Background: an optimization exercise with open tools, aiming at small area, a short achievable clock period and few clock cycles. Do not read the settings as production practice. Only simulation tests tie the RTL to the original design; equivalence was not proved.

== green ==
## hbx
module hbx (
    input  wire        clk,
    input  wire        rst,       
    input  wire        req,
    input  wire        we,
    input  wire [7:0]  addr,
    input  wire [1:0]  size,
    input  wire [31:0] wdata,
    output wire [31:0] rdata,
    output wire        resp,      
    output wire        ack,
    output wire        irq
);
==> flow/config.mk <==
export PLATFORM = sky130hd
export DESIGN_NAME = hbx
export DESIGN_NICKNAME = hbx
export VERILOG_FILES = /design/flow/design.v
export SDC_FILE = /design/flow/constraint.sdc
export NUM_CORES = 4
export LEC_CHECK = 0
export ABC_AREA = 1
export CAP_MARGIN = 30
export CORE_MARGIN = 2
export CORE_UTILIZATION = 40
export CTS_BUF_LIST = sky130_fd_sc_hd__clkbuf_4 sky130_fd_sc_hd__clkbuf_8
export SLEW_MARGIN = 20
==> flow/constraint.sdc <==
create_clock -name core_clock -period 50.0 [get_ports {clk}]
set_input_delay 10.0000 -clock core_clock [delete_from_list [all_inputs] [get_ports {clk}]]
set_output_delay 10.0000 -clock core_clock [all_outputs]
set_load 0.01 [all_outputs]
standard.sh (not shown) runs the stock make flow with config.mk's settings and CLKGATE_MAP_FILE= SYNTH_SCRIPT=/design/flow/synth_recipe.tcl, a recipe that flattens the netlist after the stock synthesis.
==> flow/flow/run.sh <==
#!/bin/bash
# The standard layout, with the port buffers in a faster cell (buf_4)
# instead of the cell buffer_ports picks by default. Every port is still
# buffered; nothing else changes. The full output goes to flow.log.
set -o pipefail
export BUFFER_PORTS_ARGS="-buffer_cell sky130_fd_sc_hd__buf_4"
bash standard.sh > flow.log 2>&1
green finished every stage and its layout cleared the timing, design-rule and antenna checks.
Testbench counts of green, summed over its fixed seeds: cycles 20,843.
[inputs] red vs green
# green
export LEC_CHECK = 0
export ABC_AREA = 1
export CAP_MARGIN = 30
export CORE_MARGIN = 2
export CORE_UTILIZATION = 40
export CTS_BUF_LIST = sky130_fd_sc_hd__clkbuf_4 sky130_fd_sc_hd__clkbuf_8
export SLEW_MARGIN = 20
create_clock -name core_clock -period 50.0 [get_ports {clk}]
# red
export LEC_CHECK = 0
export ABC_AREA = 1
export CAP_MARGIN = 30
export CORE_MARGIN = 2
export CORE_UTILIZATION = 40
export SLEW_MARGIN = 20
create_clock -name core_clock -period 50.0 [get_ports {clk}]
Results
- The final layouts of green and red pass the timing, design-rule and antenna checks.
- Delta(total length of routed wires, red - green) < 0
- NOTE initial antenna violation count green->red increased by a few percent
- On final worst-path setup slack, green and red are neck and neck.
- Wire length of the first global-routing pass: red vs green — no meaningful difference
- The clock skew of red falls short of that of green by 0.010 ns.
- Any difference in share of the final layout cell area in multi-input gates between red and green is small enough to ignore.
- Diff green..red | share of the clock period used by the worst path after layout | negligible
- Going from green to red, the share of cells above drive strength 1 was found to have gone down by 0.87 points.
- Via density per instance of red is on par with green.

---

## before
Another version of the RTL of hbx (not shown whole).
Size in the first run: roughly 7,800 cells after synthesis, ~81 I/O pins, about 57,000 µm² of cells after synthesis.
Settings: LEC_CHECK=0, ABC_AREA=1, CAP_MARGIN=30, CORE_MARGIN=2, CORE_UTILIZATION=40, SLEW_MARGIN=20; clock period 50.0 ns.
run.sh (not shown) runs the stock make flow with config.mk's settings and CLKGATE_MAP_FILE= SYNTH_SCRIPT=/design/flow/synth_recipe.tcl, a recipe that flattens the netlist after the stock synthesis.
Stock flow here: none of the scripts above is used.
before: PASS, flow complete, no timing, DRC or antenna violations
Testbench counts of before, summed over its fixed seeds: cycles 20,843.
### before -> after
==> flow/flow/run.sh (new file) <==
#!/bin/bash
# The standard layout, with the port buffers in a faster cell (buf_4)
# instead of the cell buffer_ports picks by default. Every port is still
# buffered; nothing else changes. The full output goes to flow.log.
set -o pipefail
export BUFFER_PORTS_ARGS="-buffer_cell sky130_fd_sc_hd__buf_4"
bash standard.sh > flow.log 2>&1
==> flow/standard.sh (new file) <==
#!/bin/bash
# synth_recipe.tcl (not shown) runs the flow's synth.tcl, then flattens the netlist and writes it again
# the make line also repeats each setting of config.mk as NAME=value (left out here)
make -C /OpenROAD-flow-scripts/flow DESIGN_CONFIG=/design/flow/config.mk WORK_HOME=/design/flow/orfs CLKGATE_MAP_FILE= SYNTH_SCRIPT=/design/flow/synth_recipe.tcl "${@:-finish}"
removed: flow/run.sh
[summary]
[compare] base=before new=after: synthesis-to-finish area growth has increased; first-iteration DRC count fell 1,030; highest achievable clock rate +about 4.5%.
after vs. before: met2 demand-to-capacity share in global routing now sits higher; share of cell area taken by flip-flops and latches shows no meaningful change; share of the cycle needed by the critical path after routing fell 1.9 points; area used by sequential logic in the layout barely changed.
Cell area after placement: before vs after — no meaningful difference

[what the ideal ports hide]
The results above use ideal ports. As a check the final layouts listed here were re-extracted and re-timed, cells and wires unchanged.
Step 1 (the two cells are an assumption about what drives the block):
set clk [get_ports {clk}]
set_driving_cell -lib_cell sky130_fd_sc_hd__clkbuf_16 $clk
set_driving_cell -lib_cell sky130_fd_sc_hd__buf_2 [delete_from_list [all_inputs] $clk]
Step 2 moves the port delays by t, midway between the first and last clock arrival at a register: inputs arrive t later, outputs are due t later. That takes back most of the time a late clock gives input paths.
Three values: no drivers, after step 1, after step 2; two values: the first two.
run | t (ns) | setup WS [ns] | worst hold slack (ns) | worst setup path at the end
green | 0.990 | 28.024 / 27.997 / 27.997 | 0.489 / 0.489 / 0.489 | input to output
red | 0.810 | 28.022 / 27.995 / 27.995 | 0.481 / 0.481 / 0.481 | input to output
before | 0.788 | 27.738 / 27.714 / 27.714 | 0.477 / 0.477 / 0.477 | input to output
after | 0.809 | 28.691 / 28.664 / 28.664 | 0.459 / 0.459 / 0.459 | input to output
After both steps every run listed still meets setup and hold.
